From an optimization exercise on the open Yosys and OpenROAD flow, aimed at small area; shortcuts taken in it are not production practice.
In this exercise RTL edits were held to simulation tests only and were not proved equivalent to the original.
Power is estimated from default activity; no workload was simulated.

== garnet ==
==> flow/design.v <==
module lkg (
    input  wire        clk,
    input  wire        rst,           
    input  wire        cmd_valid,
    output wire        cmd_ready,
    input  wire [47:0] cmd_data,
    output wire        rsp_valid,
    input  wire        rsp_ready,
    output wire [1:0]  rsp_status,
    output wire [31:0] rsp_data
);
    localparam [16:0] TAPS_A_REF = 17'h04001;
    localparam [24:0] TAPS_B_REF = 25'h0001019;
    localparam [3:0] K_ZERO = 4'b0000, K_ILL  = 4'b0001, K_UNI  = 4'b0010, K_RDC  = 4'b0011,
                     K_RDA  = 4'b0100, K_RTA  = 4'b0101, K_RDB  = 4'b0110, K_RTB  = 4'b0111,
                     K_RDST = 4'b1100, K_EA   = 4'b1001, K_EB   = 4'b1010, K_NX   = 4'b1011,
                     K_INIT = 4'b1110;
    reg         pend;           
    reg  [3:0]  k;              
    reg  [2:0]  cnt;            
    reg  [16:0] ra;
    reg  [24:0] rb;
    reg         cy;
    reg  [16:0] ta;
    reg  [24:0] tb;
    reg         av, bv, cv;
    function [7:0] rev8(input [7:0] v);
        rev8 = {v[0], v[1], v[2], v[3], v[4], v[5], v[6], v[7]};
    endfunction
    wire [7:0]  op = cmd_data[47:40];
    wire [39:0] o  = cmd_data[39:0];
    wire z25 = ~|o[39:25];
    wire z24 = z25 & ~o[24];
    wire z17 = z24 & ~|o[23:17];
    wire z16 = z17 & ~o[16];
    wire z1  = z16 & ~|o[15:1];
    wire z0  = z1  & ~o[0];
    wire [16:0] seed_a_init = {rev8(o[39:32]), 1'b1, rev8(o[31:24])};
    wire [16:0] seed_a_cmd  = {rev8(o[15:8]),  1'b1, rev8(o[7:0])};
    wire [23:0] seed_b_bits = {rev8(o[23:16]), rev8(o[15:8]), rev8(o[7:0])};
    wire [24:0] seed_b      = {seed_b_bits[23:21], 1'b1, seed_b_bits[20:0]};
    wire d_init = (op == 8'h01), d_next = (op == 8'h02), d_setc = (op == 8'h03),
         d_rdc  = (op == 8'h04), d_sda  = (op == 8'h10), d_lda  = (op == 8'h11),
         d_rda  = (op == 8'h12), d_ema  = (op == 8'h13), d_wta  = (op == 8'h14),
         d_rta  = (op == 8'h15), d_sdb  = (op == 8'h20), d_ldb  = (op == 8'h21),
         d_rdb  = (op == 8'h22), d_emb  = (op == 8'h23), d_wtb  = (op == 8'h24),
         d_rtb  = (op == 8'h25), d_rdst = (op == 8'h3F);
    wire lg_nx   = d_next & z0, lg_rdc = d_rdc & z0, lg_rda = d_rda & z0,
         lg_ema  = d_ema & z0,  lg_rdb = d_rdb & z0, lg_emb = d_emb & z0;
    wire ok_nx   = lg_nx & av & bv & cv, ok_rdc = lg_rdc & cv,
         ok_rda  = lg_rda & av, ok_ema = lg_ema & av,
         ok_rdb  = lg_rdb & bv, ok_emb = lg_emb & bv;
    wire is_uni  = (lg_nx | lg_rdc | lg_rda | lg_ema | lg_rdb | lg_emb) &
                   ~(ok_nx | ok_rdc | ok_rda | ok_ema | ok_rdb | ok_emb);
    wire is_zero = (d_setc & z1) | (d_sda & z16) | (d_lda & z17) | (d_wta & z17) |
                   (d_sdb & z24) | (d_ldb & z25) | (d_wtb & z25);
    wire is_rta  = d_rta & z0, is_rtb = d_rtb & z0, is_rdst = d_rdst & z0;
    wire is_ill  = ~(d_init | is_zero | is_rta | is_rtb | is_rdst | ok_nx | ok_rdc |
                     ok_rda | ok_ema | ok_rdb | ok_emb | is_uni);
    wire [3:0] nk = ({4{d_init}} & K_INIT) | ({4{ok_nx}}  & K_NX)  | ({4{ok_rdc}} & K_RDC) |
                    ({4{ok_rda}} & K_RDA)  | ({4{ok_ema}} & K_EA)  | ({4{is_rta}} & K_RTA) |
                    ({4{ok_rdb}} & K_RDB)  | ({4{ok_emb}} & K_EB)  | ({4{is_rtb}} & K_RTB) |
                    ({4{is_rdst}} & K_RDST) | ({4{is_uni}} & K_UNI) | ({4{is_ill}} & K_ILL) |
                    ({4{is_zero}} & K_ZERO);
    wire acc  = cmd_valid & ~pend & ~sh & ~rst;
    wire take = pend & rsp_ready & ~rst;
    wire w_init  = acc & d_init;
    wire w_setc  = acc & d_setc & z1;
    wire w_seeda = acc & d_sda & z16;
    wire w_lda   = acc & d_lda & z17;
    wire w_tapa  = acc & d_wta & z17;
    wire w_seedb = acc & d_sdb & z24;
    wire w_ldb   = acc & d_ldb & z25;
    wire w_tapb  = acc & d_wtb & z25;
    wire        fb_a = ^(ra & ta);
    wire        fb_b = ^(rb & tb);
    wire [7:0]  xa = rev8(ra[7:0]);
    wire [7:0]  yb = rev8(rb[7:0]);
    wire [7:0]  sum;
    wire        c8;
    assign {c8, sum} = {1'b0, xa} + {1'b0, yb} + {8'd0, cy};
    wire        sh     = ~pend & k[3] & (k[1] | k[0]);
    wire        step_a = sh & k[0];
    wire        step_b = sh & k[1];
    wire        sh_end = (cnt == 3'd7);
    wire        hold_a = ~(step_a | w_init | w_seeda | w_lda);
    wire        hold_b = ~(step_b | w_init | w_seedb | w_ldb);
    wire        upd_c  = take & (k == K_NX);
    wire        k_end  = sh & sh_end;
    wire        hold_k = ~(acc | k_end);
    wire        hold_c = ~(upd_c | w_init | w_setc);
    assign cmd_ready  = ~pend & ~sh & ~rst;
    assign rsp_valid  = pend & ~rst;
    assign rsp_status = (k == K_ILL) ? 2'd1 : (k == K_UNI) ? 2'd2 : 2'd0;
    wire s_rdc = (k == K_RDC), s_rda = (k == K_RDA), s_rta = (k == K_RTA),
         s_rdb = (k == K_RDB), s_rtb = (k == K_RTB), s_st  = (k == K_RDST),
         s_ea  = (k == K_EA),  s_eb  = (k == K_EB),  s_nx  = (k == K_NX);
    assign rsp_data = ({32{s_rdc}} & {31'd0, cy}) | ({32{s_rda}} & {15'd0, ra}) |
                      ({32{s_rta}} & {15'd0, ta}) | ({32{s_rdb}} & {7'd0, rb}) |
                      ({32{s_rtb}} & {7'd0, tb})  | ({32{s_st}}  & {29'd0, cv, bv, av}) |
                      ({32{s_ea}}  & {24'd0, xa}) | ({32{s_eb}}  & {24'd0, yb}) |
                      ({32{s_nx}}  & {24'd0, sum});
    always @(posedge clk) begin
        if (rst) begin
            ta   <= TAPS_A_REF;
            tb   <= TAPS_B_REF;
        end else begin
            if (w_tapa) ta <= o[16:0];
            if (w_tapb) tb <= o[24:0];
        end
        pend <= ~rst & (acc | (pend & ~take));
        cnt  <= {3{~rst}} & (sh ? cnt + 3'd1 : cnt);
        av   <= ~rst & (av | w_init | w_seeda | w_lda);
        bv   <= ~rst & (bv | w_init | w_seedb | w_ldb);
        cv   <= ~rst & (cv | w_init | w_setc);
    end
    always @(posedge clk) begin
        k <= ({4{acc}} & nk) | ({4{k_end}} & (k[2] ? K_NX : {k[3:2], 2'b00})) |
             ({4{hold_k}} & k);
        if (rst)
            k[1:0] <= 2'b00;
        ra <= ({17{hold_a}} & ra) | ({17{step_a}} & {fb_a, ra[16:1]}) |
              ({17{w_init}} & seed_a_init) | ({17{w_seeda}} & seed_a_cmd) |
              ({17{w_lda}} & o[16:0]);
        rb <= ({25{hold_b}} & rb) | ({25{step_b}} & {fb_b, rb[24:1]}) |
              ({25{w_init | w_seedb}} & seed_b) | ({25{w_ldb}} & o[24:0]);
        cy <= (hold_c & cy) | (upd_c & c8 & ~(cy & ~|sum)) | (w_setc & o[0]);
    end
endmodule
export LEC_CHECK = 0
export CAP_MARGIN = 20
export CORE_MARGIN = 2
export CORE_UTILIZATION = 72
export SLEW_MARGIN = 20
create_clock -name core_clock -period 10.0 [get_ports {clk}]
standard.sh (not shown) runs the stock make flow with config.mk's settings and CLKGATE_MAP_FILE= SYNTH_SCRIPT=/design/flow/synth_recipe.tcl, a recipe that flattens the netlist after the stock synthesis.
==> flow/flow/run.sh <==
#!/bin/bash
# Layout flow: the standard flow, with three changes.
#  1. After the standard synthesis, the combinational logic is re-mapped by
#     ABC for area (flow/reopt.ys, flow/area.abc), in eight runs with different
#     seeds; the smallest netlist is kept. The registers stay as the standard
#     synthesis made them (same cells, same instance names); only the logic
#     between them is re-mapped.
#  2. Ports are buffered with sky130_fd_sc_hd__buf_1 instead of the default
#     buffer cell.
#  3. The clock tree uses clkbuf_8 buffers and no dummy loads.
# Each tool's output goes to a log file of its own in this folder.
set -uo pipefail
R=orfs/results/sky130hd/lkg/base
LIB=$FLOW_HOME/platforms/sky130hd/lib/sky130_fd_sc_hd__tt_025C_1v80.lib

bash standard.sh synth > log_synth_std.txt 2>&1 || { tail -50 log_synth_std.txt; exit 1; }
cp $R/1_2_yosys.v std_synth.v

# Registers (cell type and instance name) of a netlist
regs() { grep -E "^\s*sky130_fd_sc_hd__(s?e?df|dl)\w+ " "$1" | awk '{print $1, $2}' | sort; }
regs std_synth.v > regs_std.txt

best=""; best_area=""
# Eight seeds, four at a time (the flow has four CPUs)
for batch in "1 2 3 4" "5 6 7 8"; do
  pids=""
  for s in $batch; do
    mkdir -p reopt_$s
    sed "s#@LIB@#$LIB#g; s#@SEED@#$s#g; s#@IN@#../std_synth.v#g" flow/reopt.ys > reopt_$s/reopt.ys
    sed "s#@SEED@#$s#g" flow/area.abc > reopt_$s/area.abc
    (cd reopt_$s && yosys -q -l ../log_reopt_$s.txt -s reopt.ys > /dev/null 2>&1) &
    pids="$pids $!"
  done
  for p in $pids; do wait $p; done
done
for s in 1 2 3 4 5 6 7 8; do
  a=$(grep "Chip area" log_reopt_$s.txt 2>/dev/null | tail -1 | grep -oE "[0-9]+\.[0-9]+$")
  [[ -n "$a" && -s reopt_$s/reopt_out.v ]] || continue
  regs reopt_$s/reopt_out.v > reopt_$s/regs.txt
  cmp -s regs_std.txt reopt_$s/regs.txt || { echo "seed $s: registers differ, skipped" >> log_reopt_pick.txt; continue; }
  echo "seed $s: area $a" >> log_reopt_pick.txt
  if [[ -z "$best" ]] || awk "BEGIN{exit !($a < $best_area)}"; then best=$s; best_area=$a; fi
done
if [[ -n "$best" ]]; then
  echo "picked seed $best ($best_area)" >> log_reopt_pick.txt
  cp reopt_$best/reopt_out.v $R/1_2_yosys.v
  touch $R/1_2_yosys.v
  rm -f $R/1_synth.odb
  bash standard.sh synth > log_synth_odb.txt 2>&1 || { tail -50 log_synth_odb.txt; exit 1; }
else
  echo "re-mapping failed, keeping the standard netlist" >> log_reopt_pick.txt
fi

export BUFFER_PORTS_ARGS="-buffer_cell sky130_fd_sc_hd__buf_1"
export CTS_ARGS="-sink_clustering_enable -repair_clock_nets -buf_list sky130_fd_sc_hd__clkbuf_8 -dont_use_dummy_load"
bash standard.sh finish > log_finish.txt 2>&1 || { tail -50 log_finish.txt; exit 1; }
Other scripts of this flow, unchanged in this note and not shown: flow/flow/area.abc, flow/flow/reopt.ys
Modified inputs, nickel compared to garnet
- CORE_UTILIZATION now 65, was 72
## What came out
- Lower maximum clock frequency goes to garnet over nickel.
- Going from garnet to nickel, the clock skew was found to have gone up by 12 ps.
- Going from garnet to nickel, initial cell density of the core shrank by 8.3 points, wire length fell by 570 um, proportion of power drawn by combinational gates level, least setup slack across all paths after layout climbed 20 ps, growth of design area from synthesis to finish closely matched the old numbers.
- Going from garnet to nickel, the post-route minimum period was found to have gone down by 20 ps.
- Taking garnet as the reference point, the fraction of the cycle the final worst path needs of nickel falls by 0.20 points.
Here is what was changed in the inputs of lagoon compared with nickel.
- changing CORE_UTILIZATION from 65 to 55
--- a/flow/flow/run.sh
+++ b/flow/flow/run.sh
@@ -4 +4 @@
-#     ABC for area (flow/reopt.ys, flow/area.abc), in eight runs with different
+#     ABC for area (flow/reopt.ys, flow/area.abc), in four runs with different
@@ -24,11 +24,7 @@
-# Eight seeds, four at a time (the flow has four CPUs)
-for batch in "1 2 3 4" "5 6 7 8"; do
-  pids=""
-  for s in $batch; do
-    mkdir -p reopt_$s
-    sed "s#@LIB@#$LIB#g; s#@SEED@#$s#g; s#@IN@#../std_synth.v#g" flow/reopt.ys > reopt_$s/reopt.ys
-    sed "s#@SEED@#$s#g" flow/area.abc > reopt_$s/area.abc
-    (cd reopt_$s && yosys -q -l ../log_reopt_$s.txt -s reopt.ys > /dev/null 2>&1) &
-    pids="$pids $!"
-  done
-  for p in $pids; do wait $p; done
+pids=""
+for s in 1 2 3 4; do
+  mkdir -p reopt_$s
+  sed "s#@LIB@#$LIB#g; s#@SEED@#$s#g; s#@IN@#../std_synth.v#g" flow/reopt.ys > reopt_$s/reopt.ys
+  sed "s#@SEED@#$s#g" flow/area.abc > reopt_$s/area.abc
+  (cd reopt_$s && yosys -q -l ../log_reopt_$s.txt -s reopt.ys > /dev/null 2>&1) &
+  pids="$pids $!"
@@ -36 +32,2 @@
-for s in 1 2 3 4 5 6 7 8; do
+for p in $pids; do wait $p; done
+for s in 1 2 3 4; do
## What came out
Slack of the critical path: nickel vs lagoon — no meaningful difference. Placed wire-length estimate grows by a few percent when moving from nickel to lagoon. Diff nickel -> lagoon: post-detailed-placement cell area barely changed; register-to-register slack increased by 40 ps relative to the old numbers; total track usage now smaller; headroom to the max-slew limit higher; final area level.
Here is what was changed in the inputs of harbor compared with lagoon.
--- a/flow/flow/run.sh
+++ b/flow/flow/run.sh
@@ -4 +4 @@
-#     ABC for area (flow/reopt.ys, flow/area.abc), in four runs with different
+#     ABC for area (flow/reopt.ys, flow/area.abc), in eight runs with different
@@ -24,7 +24,11 @@
-pids=""
-for s in 1 2 3 4; do
-  mkdir -p reopt_$s
-  sed "s#@LIB@#$LIB#g; s#@SEED@#$s#g; s#@IN@#../std_synth.v#g" flow/reopt.ys > reopt_$s/reopt.ys
-  sed "s#@SEED@#$s#g" flow/area.abc > reopt_$s/area.abc
-  (cd reopt_$s && yosys -q -l ../log_reopt_$s.txt -s reopt.ys > /dev/null 2>&1) &
-  pids="$pids $!"
+# Eight seeds, four at a time (the flow has four CPUs)
+for batch in "1 2 3 4" "5 6 7 8"; do
+  pids=""
+  for s in $batch; do
+    mkdir -p reopt_$s
+    sed "s#@LIB@#$LIB#g; s#@SEED@#$s#g; s#@IN@#../std_synth.v#g" flow/reopt.ys > reopt_$s/reopt.ys
+    sed "s#@SEED@#$s#g" flow/area.abc > reopt_$s/area.abc
+    (cd reopt_$s && yosys -q -l ../log_reopt_$s.txt -s reopt.ys > /dev/null 2>&1) &
+    pids="$pids $!"
+  done
+  for p in $pids; do wait $p; done
@@ -32,2 +36 @@
-for p in $pids; do wait $p; done
-for s in 1 2 3 4; do
+for s in 1 2 3 4 5 6 7 8; do
==> comparison <==
- Re global-route wire length before repair: no difference whatsoever between harbor and lagoon.
- Changes observed in harbor relative to lagoon: total number of multi-input combinational cells closely matched the old numbers; portion of the layout cell area used by clock cells closely matched the old numbers; area after synthesis closely matched the old numbers; instance count of the mapped netlist closely matched the old numbers; total of plain and repair buffers excluding clock buffers closely matched the old numbers.
Inputs modified between harbor and umber:
--- a/flow/flow/run.sh
+++ b/flow/flow/run.sh
@@ -4 +4 @@
-#     ABC for area (flow/reopt.ys, flow/area.abc), in eight runs with different
+#     ABC for area (flow/reopt.ys, flow/area.abc), in four runs with different
@@ -10,0 +11,2 @@
+#  4. After synthesis, repair uses no buffer larger than buf_2 (buf_4 and
+#     up are added to the platform's don't-use list for those steps).
@@ -24,11 +26,7 @@
-# Eight seeds, four at a time (the flow has four CPUs)
-for batch in "1 2 3 4" "5 6 7 8"; do
-  pids=""
-  for s in $batch; do
-    mkdir -p reopt_$s
-    sed "s#@LIB@#$LIB#g; s#@SEED@#$s#g; s#@IN@#../std_synth.v#g" flow/reopt.ys > reopt_$s/reopt.ys
-    sed "s#@SEED@#$s#g" flow/area.abc > reopt_$s/area.abc
-    (cd reopt_$s && yosys -q -l ../log_reopt_$s.txt -s reopt.ys > /dev/null 2>&1) &
-    pids="$pids $!"
-  done
-  for p in $pids; do wait $p; done
+pids=""
+for s in 1 2 3 4; do
+  mkdir -p reopt_$s
+  sed "s#@LIB@#$LIB#g; s#@SEED@#$s#g; s#@IN@#../std_synth.v#g" flow/reopt.ys > reopt_$s/reopt.ys
+  sed "s#@SEED@#$s#g" flow/area.abc > reopt_$s/area.abc
+  (cd reopt_$s && yosys -q -l ../log_reopt_$s.txt -s reopt.ys > /dev/null 2>&1) &
+  pids="$pids $!"
@@ -36 +34,2 @@
-for s in 1 2 3 4 5 6 7 8; do
+for p in $pids; do wait $p; done
+for s in 1 2 3 4; do
@@ -55,0 +55 @@
+export DONT_USE_CELLS="sky130_fd_sc_hd__buf_4 sky130_fd_sc_hd__buf_6 sky130_fd_sc_hd__buf_8 sky130_fd_sc_hd__buf_12 sky130_fd_sc_hd__buf_16"
## What came out
umber completed end to end with timing, DRC and antenna clean. harbor went all the way through the flow, and no timing, DRC or antenna check failed. There was hardly any difference in total number of clock tree sinks between harbor and umber. From umber to harbor, overall routed net length did not move at all. Comparing umber against harbor, there is no change at all in area after synthesis. Comparing harbor against umber, there is no change at all in die outline area. ~same layout buffering overhead excluding clock cells in harbor and umber. Re count of filler cells inserted in the layout: no difference whatsoever between umber and harbor. Comparing umber against harbor, there is no change at all in antenna diode instance count. Worst slack on hold paths came out exactly the same in harbor and umber.

afterwards: timing with drivers on the ports:
Ports are ideal in the flow. The routed layouts listed here were re-timed in OpenROAD.
Step 1: set_driving_cell puts a clkbuf_16 on clk and a buf_2 on each other input, an assumption about the parent block.
Step 2 times the ports against the registers' clock, not the clock port: input delays grow and output delays shrink by t, the midpoint of the rising clock arrivals with the driver on.
a / b / c = ideal / step 1 / step 2; a / b = the first two.
| run | t (ns) | setup WS [ns] | clock arrival spread, ns | slew at the worst register clock pin (ns) |
|---|---|---|---|---|
| garnet | 0.399 | 4.697 / 4.665 / 4.855 | 0.028 / 0.028 | 0.10 / 0.10 |
| nickel | 0.387 | 4.716 / 4.685 / 4.816 | 0.036 / 0.036 | 0.10 / 0.10 |
| lagoon | 0.394 | 4.714 / 4.676 / 4.873 | 0.035 / 0.035 | 0.10 / 0.10 |
| harbor | 0.394 | 4.714 / 4.676 / 4.873 | 0.035 / 0.035 | 0.10 / 0.10 |
| umber | 0.394 | 4.714 / 4.676 / 4.873 | 0.035 / 0.035 | 0.10 / 0.10 |
After both steps setup and hold are still met in every run listed.
